This design comes from an exercise in tuning for small area, a short achievable clock period and few clock cycles per item on the open sky130 flow, not from production work. Where RTL was checked, it was by simulation tests only, not by an equivalence proof against the original. Power figures rest on the tool's default switching activity, not on a simulated workload.

try-harbor:
// scope_index_unit
module scope_index_unit (
    input  wire        clk,
    input  wire        rst,           
    input  wire        start,
    input  wire [2:0]  cfg_scope,
    input  wire [11:0] cfg_width_m1,  
    input  wire        s_valid,
    output wire        s_ready,
    input  wire [31:0] s_data,        
    output reg         m_valid,
    input  wire        m_ready,
    output reg  [2:0]  m_mask,        
    output reg  [21:0] m_addr0,
    output reg  [21:0] m_addr1,
    output reg  [21:0] m_addr2
);
export LEC_CHECK = 0
export CAP_MARGIN = 50
export CORE_MARGIN = 2
export CORE_UTILIZATION = 40
export SLEW_MARGIN = 50
create_clock -name core_clock -period 28.0 [get_ports {clk}]
standard.sh (not shown) runs the stock make flow with config.mk's settings and CLKGATE_MAP_FILE= SYNTH_SCRIPT=/design/flow/synth_recipe.tcl, a recipe that flattens the netlist after the stock synthesis.
==> flow/flow/run.sh <==
#!/bin/bash
# Own layout flow: the standard synthesis, then a netlist pass that re-assigns the
# polarity of the full-adder cells (and of gates that have a complemented twin) so that
# fewer inverters are needed (flow/polarity.py; registers and their names are untouched),
# then the standard layout, with the port buffers made of buf_4 cells and the delay
# cells (clkdlybuf4s*, dlygate*, dlymetal*) kept out of the layout's buffering.
# Each tool's output goes to a log file in this folder.
set -euo pipefail
R=$PWD/orfs/results/$FLOW_PLATFORM/scope_index_unit/base
LIB=$FLOW_HOME/platforms/$FLOW_PLATFORM/lib/sky130_fd_sc_hd__tt_025C_1v80.lib
bash standard.sh "$R/1_2_yosys.v" > synth.log 2>&1
cp "$R/1_2_yosys.v" "$R/1_2_yosys_standard.v"
python3 flow/polarity.py "$LIB" "$R/1_2_yosys_standard.v" "$R/1_2_yosys.v" > polarity.log 2>&1
DONT_USE="sky130_fd_sc_hd__probe_p_8 sky130_fd_sc_hd__probec_p_8 sky130_fd_sc_hd__lpflow_bleeder_1 sky130_fd_sc_hd__lpflow_clkbufkapwr_1 sky130_fd_sc_hd__lpflow_clkbufkapwr_16 sky130_fd_sc_hd__lpflow_clkbufkapwr_2 sky130_fd_sc_hd__lpflow_clkbufkapwr_4 sky130_fd_sc_hd__lpflow_clkbufkapwr_8 sky130_fd_sc_hd__lpflow_clkinvkapwr_1 sky130_fd_sc_hd__lpflow_clkinvkapwr_16 sky130_fd_sc_hd__lpflow_clkinvkapwr_2 sky130_fd_sc_hd__lpflow_clkinvkapwr_4 sky130_fd_sc_hd__lpflow_clkinvkapwr_8 sky130_fd_sc_hd__lpflow_decapkapwr_12 sky130_fd_sc_hd__lpflow_decapkapwr_3 sky130_fd_sc_hd__lpflow_decapkapwr_4 sky130_fd_sc_hd__lpflow_decapkapwr_6 sky130_fd_sc_hd__lpflow_decapkapwr_8 sky130_fd_sc_hd__lpflow_inputiso0n_1 sky130_fd_sc_hd__lpflow_inputiso0p_1 sky130_fd_sc_hd__lpflow_inputiso1n_1 sky130_fd_sc_hd__lpflow_inputiso1p_1 sky130_fd_sc_hd__lpflow_inputisolatch_1 sky130_fd_sc_hd__lpflow_isobufsrc_1 sky130_fd_sc_hd__lpflow_isobufsrc_16 sky130_fd_sc_hd__lpflow_isobufsrc_2 sky130_fd_sc_hd__lpflow_isobufsrc_4 sky130_fd_sc_hd__lpflow_isobufsrc_8 sky130_fd_sc_hd__lpflow_isobufsrckapwr_16 sky130_fd_sc_hd__lpflow_lsbuf_lh_hl_isowell_tap_1 sky130_fd_sc_hd__lpflow_lsbuf_lh_hl_isowell_tap_2 sky130_fd_sc_hd__lpflow_lsbuf_lh_hl_isowell_tap_4 sky130_fd_sc_hd__lpflow_lsbuf_lh_isowell_4 sky130_fd_sc_hd__lpflow_lsbuf_lh_isowell_tap_1 sky130_fd_sc_hd__lpflow_lsbuf_lh_isowell_tap_2 sky130_fd_sc_hd__lpflow_lsbuf_lh_isowell_tap_4  sky130_fd_sc_hd__clkdlybuf4s15_1 sky130_fd_sc_hd__clkdlybuf4s15_2 sky130_fd_sc_hd__clkdlybuf4s18_1 sky130_fd_sc_hd__clkdlybuf4s18_2 sky130_fd_sc_hd__clkdlybuf4s25_1 sky130_fd_sc_hd__clkdlybuf4s25_2 sky130_fd_sc_hd__clkdlybuf4s50_1 sky130_fd_sc_hd__clkdlybuf4s50_2 sky130_fd_sc_hd__dlygate4sd1_1 sky130_fd_sc_hd__dlygate4sd2_1 sky130_fd_sc_hd__dlygate4sd3_1 sky130_fd_sc_hd__dlymetal6s2s_1 sky130_fd_sc_hd__dlymetal6s4s_1 sky130_fd_sc_hd__dlymetal6s6s_1"
bash standard.sh "BUFFER_PORTS_ARGS=-buffer_cell sky130_fd_sc_hd__buf_4" "DONT_USE_CELLS=$DONT_USE" finish > layout.log 2>&1
Other scripts of this flow, unchanged in this note and not shown: flow/flow/polarity.py
Edits applied to the flow inputs when going from try-harbor to try-lagoon:
Settings: swapping 50 for 80 in SLEW_MARGIN; swapping 50 for 20 in CAP_MARGIN.
--- outcome ---
Every run in the comparison, try-harbor and try-lagoon, completed the flow with a clean layout. Higher met2 wirelength from detailed routing among try-harbor and try-lagoon: try-lagoon. try-lagoon vs. try-harbor: pin count of the biggest net entering global routing now sits lower; relative contribution of the clock network to total power down 0.8 points; layout filler cell count dropped 116; clock-buffer cell count saw an increase.
diff inputs: try-lagoon => try-indigo
Settings: changing CAP_MARGIN from 20 to 80.
Fraction of the cycle the final worst path needs delta (try-indigo -> try-lagoon): insignificant
Diff try-lagoon -> try-indigo: cell leakage power neither gained nor lost much; share of power burned in the clock network picked up an extra 0.5 points; worst path arrival time lost 20 ps.
Net total in the final layout came out exactly the same in try-indigo and try-lagoon.
Worst-skew pair later-pin latency: try-lagoon vs try-indigo — no meaningful difference
Post-layout minimum cycle time | try-indigo below try-lagoon
Going from try-lagoon to try-indigo, detailed-routed wire length on met3 grew by a little under 10%.
Measured against each other, try-indigo and try-lagoon differ in total of plain and repair buffers excluding clock buffers, the lower figure coming from try-lagoon.
Comparing try-indigo and try-lagoon, total power is higher on try-indigo.
No run of this note included a check of the RTL's function; only the layout flow was run.

the baseline:
scope_index_unit, a different RTL version from the one above (not shown whole).
For scale: roughly 2500 cells after synthesis, roughly 120 I/O pins, roughly 26000 um2 of cells after synthesis.
Design scope_index_unit, start of the top module:
module scope_index_unit (
    input  wire        clk,
    input  wire        rst,           
    input  wire        start,
    input  wire [2:0]  cfg_scope,
    input  wire [11:0] cfg_width_m1,  
    input  wire        s_valid,
    output wire        s_ready,
    input  wire [31:0] s_data,        
    output reg         m_valid,
    input  wire        m_ready,
    output reg  [2:0]  m_mask,        
    output reg  [21:0] m_addr0,
    output reg  [21:0] m_addr1,
    output reg  [21:0] m_addr2
);
Settings: LEC_CHECK=0, CAP_MARGIN=20, CORE_MARGIN=2, CORE_UTILIZATION=40, SLEW_MARGIN=20; clock period 28.0 ns.
Scripts as last shown in full above: flow/flow/run.sh
Other scripts of this flow, unchanged in this note and not shown: flow/flow/polarity.py
### the baseline -> the candidate
- a change of CAP_MARGIN from 20 to 80
- a change of SLEW_MARGIN from 20 to 80
[summary]
- Going from the baseline to the candidate, the register-to-register slack was found to have gone up by 510 ps.
- In the reports for the baseline and the candidate, the smaller final area belongs to the baseline.
- Diff the baseline..the candidate | initial standard-cell utilization of the core | unchanged
- Routed wire length (lower): the baseline
- Cell type of the slowest stage on the worst timing path: buf_2 -> the baseline, fa_1 -> the candidate
Function was not checked in any run of this note: the RTL went through the layout flow alone.

Another version of the RTL of scope_index_unit (not shown whole).
Size: roughly 2400 cells after synthesis, about 0.025 mm2 of cells after synthesis.
export LEC_CHECK = 0
export CAP_MARGIN = 80
export CORE_MARGIN = 2
export CORE_UTILIZATION = 60
export SLEW_MARGIN = 80
create_clock -name core_clock -period 28.0 [get_ports {clk}]
==> flow/flow/run.sh <==
#!/bin/bash
# Own layout flow: the standard synthesis, then a netlist pass that re-assigns the
# polarity of the full-adder cells (and of gates that have a complemented twin) so that
# fewer inverters are needed (flow/polarity.py; registers and their names are untouched),
# then the standard layout, with the port buffers made of buf_2 cells and the delay
# cells (clkdlybuf4s*, dlygate*, dlymetal*) kept out of the layout's buffering.
# Each tool's output goes to a log file in this folder.
set -euo pipefail
R=$PWD/orfs/results/$FLOW_PLATFORM/scope_index_unit/base
LIB=$FLOW_HOME/platforms/$FLOW_PLATFORM/lib/sky130_fd_sc_hd__tt_025C_1v80.lib
bash standard.sh "$R/1_2_yosys.v" > synth.log 2>&1
cp "$R/1_2_yosys.v" "$R/1_2_yosys_standard.v"
python3 flow/polarity.py "$LIB" "$R/1_2_yosys_standard.v" "$R/1_2_yosys.v" > polarity.log 2>&1
DONT_USE="sky130_fd_sc_hd__probe_p_8 sky130_fd_sc_hd__probec_p_8 sky130_fd_sc_hd__lpflow_bleeder_1 sky130_fd_sc_hd__lpflow_clkbufkapwr_1 sky130_fd_sc_hd__lpflow_clkbufkapwr_16 sky130_fd_sc_hd__lpflow_clkbufkapwr_2 sky130_fd_sc_hd__lpflow_clkbufkapwr_4 sky130_fd_sc_hd__lpflow_clkbufkapwr_8 sky130_fd_sc_hd__lpflow_clkinvkapwr_1 sky130_fd_sc_hd__lpflow_clkinvkapwr_16 sky130_fd_sc_hd__lpflow_clkinvkapwr_2 sky130_fd_sc_hd__lpflow_clkinvkapwr_4 sky130_fd_sc_hd__lpflow_clkinvkapwr_8 sky130_fd_sc_hd__lpflow_decapkapwr_12 sky130_fd_sc_hd__lpflow_decapkapwr_3 sky130_fd_sc_hd__lpflow_decapkapwr_4 sky130_fd_sc_hd__lpflow_decapkapwr_6 sky130_fd_sc_hd__lpflow_decapkapwr_8 sky130_fd_sc_hd__lpflow_inputiso0n_1 sky130_fd_sc_hd__lpflow_inputiso0p_1 sky130_fd_sc_hd__lpflow_inputiso1n_1 sky130_fd_sc_hd__lpflow_inputiso1p_1 sky130_fd_sc_hd__lpflow_inputisolatch_1 sky130_fd_sc_hd__lpflow_isobufsrc_1 sky130_fd_sc_hd__lpflow_isobufsrc_16 sky130_fd_sc_hd__lpflow_isobufsrc_2 sky130_fd_sc_hd__lpflow_isobufsrc_4 sky130_fd_sc_hd__lpflow_isobufsrc_8 sky130_fd_sc_hd__lpflow_isobufsrckapwr_16 sky130_fd_sc_hd__lpflow_lsbuf_lh_hl_isowell_tap_1 sky130_fd_sc_hd__lpflow_lsbuf_lh_hl_isowell_tap_2 sky130_fd_sc_hd__lpflow_lsbuf_lh_hl_isowell_tap_4 sky130_fd_sc_hd__lpflow_lsbuf_lh_isowell_4 sky130_fd_sc_hd__lpflow_lsbuf_lh_isowell_tap_1 sky130_fd_sc_hd__lpflow_lsbuf_lh_isowell_tap_2 sky130_fd_sc_hd__lpflow_lsbuf_lh_isowell_tap_4  sky130_fd_sc_hd__clkdlybuf4s15_1 sky130_fd_sc_hd__clkdlybuf4s15_2 sky130_fd_sc_hd__clkdlybuf4s18_1 sky130_fd_sc_hd__clkdlybuf4s18_2 sky130_fd_sc_hd__clkdlybuf4s25_1 sky130_fd_sc_hd__clkdlybuf4s25_2 sky130_fd_sc_hd__clkdlybuf4s50_1 sky130_fd_sc_hd__clkdlybuf4s50_2 sky130_fd_sc_hd__dlygate4sd1_1 sky130_fd_sc_hd__dlygate4sd2_1 sky130_fd_sc_hd__dlygate4sd3_1 sky130_fd_sc_hd__dlymetal6s2s_1 sky130_fd_sc_hd__dlymetal6s4s_1 sky130_fd_sc_hd__dlymetal6s6s_1"
bash standard.sh "BUFFER_PORTS_ARGS=-buffer_cell sky130_fd_sc_hd__buf_2" "DONT_USE_CELLS=$DONT_USE" finish > layout.log 2>&1
Other scripts of this flow, unchanged in this note and not shown: flow/flow/polarity.py
The first run passed the timing, design-rule and antenna checks.
Testbench counts at the start, summed over its fixed seeds: cycles 24,400, items 24,000.
Edit:
--- a/flow/flow/run.sh
+++ b/flow/flow/run.sh
@@ -4,3 +4,3 @@
 # fewer inverters are needed (flow/polarity.py; registers and their names are untouched),
-# then the standard layout, with the port buffers made of buf_2 cells and the delay
+# then the standard layout, with the port buffers made of buf_4 cells and the delay
 # cells (clkdlybuf4s*, dlygate*, dlymetal*) kept out of the layout's buffering.
@@ -14,2 +14,2 @@
 DONT_USE="sky130_fd_sc_hd__probe_p_8 sky130_fd_sc_hd__probec_p_8 sky130_fd_sc_hd__lpflow_bleeder_1 sky130_fd_sc_hd__lpflow_clkbufkapwr_1 sky130_fd_sc_hd__lpflow_clkbufkapwr_16 sky130_fd_sc_hd__lpflow_clkbufkapwr_2 sky130_fd_sc_hd__lpflow_clkbufkapwr_4 sky130_fd_sc_hd__lpflow_clkbufkapwr_8 sky130_fd_sc_hd__lpflow_clkinvkapwr_1 sky130_fd_sc_hd__lpflow_clkinvkapwr_16 sky130_fd_sc_hd__lpflow_clkinvkapwr_2 sky130_fd_sc_hd__lpflow_clkinvkapwr_4 sky130_fd_sc_hd__lpflow_clkinvkapwr_8 sky130_fd_sc_hd__lpflow_decapkapwr_12 sky130_fd_sc_hd__lpflow_decapkapwr_3 sky130_fd_sc_hd__lpflow_decapkapwr_4 sky130_fd_sc_hd__lpflow_decapkapwr_6 sky130_fd_sc_hd__lpflow_decapkapwr_8 sky130_fd_sc_hd__lpflow_inputiso0n_1 sky130_fd_sc_hd__lpflow_inputiso0p_1 sky130_fd_sc_hd__lpflow_inputiso1n_1 sky130_fd_sc_hd__lpflow_inputiso1p_1 sky130_fd_sc_hd__lpflow_inputisolatch_1 sky130_fd_sc_hd__lpflow_isobufsrc_1 sky130_fd_sc_hd__lpflow_isobufsrc_16 sky130_fd_sc_hd__lpflow_isobufsrc_2 sky130_fd_sc_hd__lpflow_isobufsrc_4 sky130_fd_sc_hd__lpflow_isobufsrc_8 sky130_fd_sc_hd__lpflow_isobufsrckapwr_16 sky130_fd_sc_hd__lpflow_lsbuf_lh_hl_isowell_tap_1 sky130_fd_sc_hd__lpflow_lsbuf_lh_hl_isowell_tap_2 sky130_fd_sc_hd__lpflow_lsbuf_lh_hl_isowell_tap_4 sky130_fd_sc_hd__lpflow_lsbuf_lh_isowell_4 sky130_fd_sc_hd__lpflow_lsbuf_lh_isowell_tap_1 sky130_fd_sc_hd__lpflow_lsbuf_lh_isowell_tap_2 sky130_fd_sc_hd__lpflow_lsbuf_lh_isowell_tap_4  sky130_fd_sc_hd__clkdlybuf4s15_1 sky130_fd_sc_hd__clkdlybuf4s15_2 sky130_fd_sc_hd__clkdlybuf4s18_1 sky130_fd_sc_hd__clkdlybuf4s18_2 sky130_fd_sc_hd__clkdlybuf4s25_1 sky130_fd_sc_hd__clkdlybuf4s25_2 sky130_fd_sc_hd__clkdlybuf4s50_1 sky130_fd_sc_hd__clkdlybuf4s50_2 sky130_fd_sc_hd__dlygate4sd1_1 sky130_fd_sc_hd__dlygate4sd2_1 sky130_fd_sc_hd__dlygate4sd3_1 sky130_fd_sc_hd__dlymetal6s2s_1 sky130_fd_sc_hd__dlymetal6s4s_1 sky130_fd_sc_hd__dlymetal6s6s_1"
-bash standard.sh "BUFFER_PORTS_ARGS=-buffer_cell sky130_fd_sc_hd__buf_2" "DONT_USE_CELLS=$DONT_USE" finish > layout.log 2>&1
+bash standard.sh "BUFFER_PORTS_ARGS=-buffer_cell sky130_fd_sc_hd__buf_4" "DONT_USE_CELLS=$DONT_USE" finish > layout.log 2>&1
CORE_UTILIZATION = 40   (was 60)
Result: Total power came out higher by 2.6%; area after synthesis stays the same; final cell count came out higher by 9.6%; sequential share of layout area shrinks by 0.58 points; synthesized cell count is unchanged; non-clock buffer count rose by 5; count of clock-buffer cells in the layout shrinks by 6.

## separate check: timing with driven ports
The results above use ideal ports. As a check the final layouts listed here were re-extracted and re-timed, cells and wires unchanged.
Step 1 sets driving cells, clkbuf_16 on the clock port and buf_2 on the other inputs (assumed; they add their load-dependent delay and slew).
Step 2 moves the port delays by t, midway between the first and last clock arrival at a register: inputs arrive t later, outputs are due t later. That takes back most of the time a late clock gives input paths.
Three values: ideal, step 1, step 2; two values: the first two.
run | t (ns) | setup slack, ns | hold WS [ns] | slew at the worst register clock pin (ns) | pins driven straight from the clock port
try-harbor | 0.653 | 20.570 / 20.570 / 20.477 | 0.457 / 0.457 / 0.457 | 0.08 / 0.08 | 1
try-lagoon | 0.647 | 21.202 / 21.141 / 20.704 | 0.456 / 0.456 / 0.456 | 0.07 / 0.07 | 1
try-indigo | 0.639 | 21.219 / 21.156 / 20.708 | 0.468 / 0.468 / 0.468 | 0.07 / 0.07 | 1
the baseline | 0.623 | 20.374 / 20.374 / 20.374 | 0.455 / 0.455 / 0.455 | 0.07 / 0.07 | 1
the candidate | 0.639 | 20.881 / 20.881 / 20.881 | 0.456 / 0.456 / 0.456 | 0.08 / 0.08 | 1
the first run of note 3 | 0.615 | 21.127 / 21.127 / 20.938 | 0.451 / 0.451 / 0.451 | 0.07 / 0.07 | 1
the second run of note 3 | 0.610 | 21.086 / 21.086 / 21.086 | 0.450 / 0.450 / 0.450 | 0.06 / 0.06 | 1
After both steps every run listed still meets setup and hold. For try-indigo, which loses most, drivers alone change the setup slack by -0.063 ns; drivers and shift together by -0.511 ns.
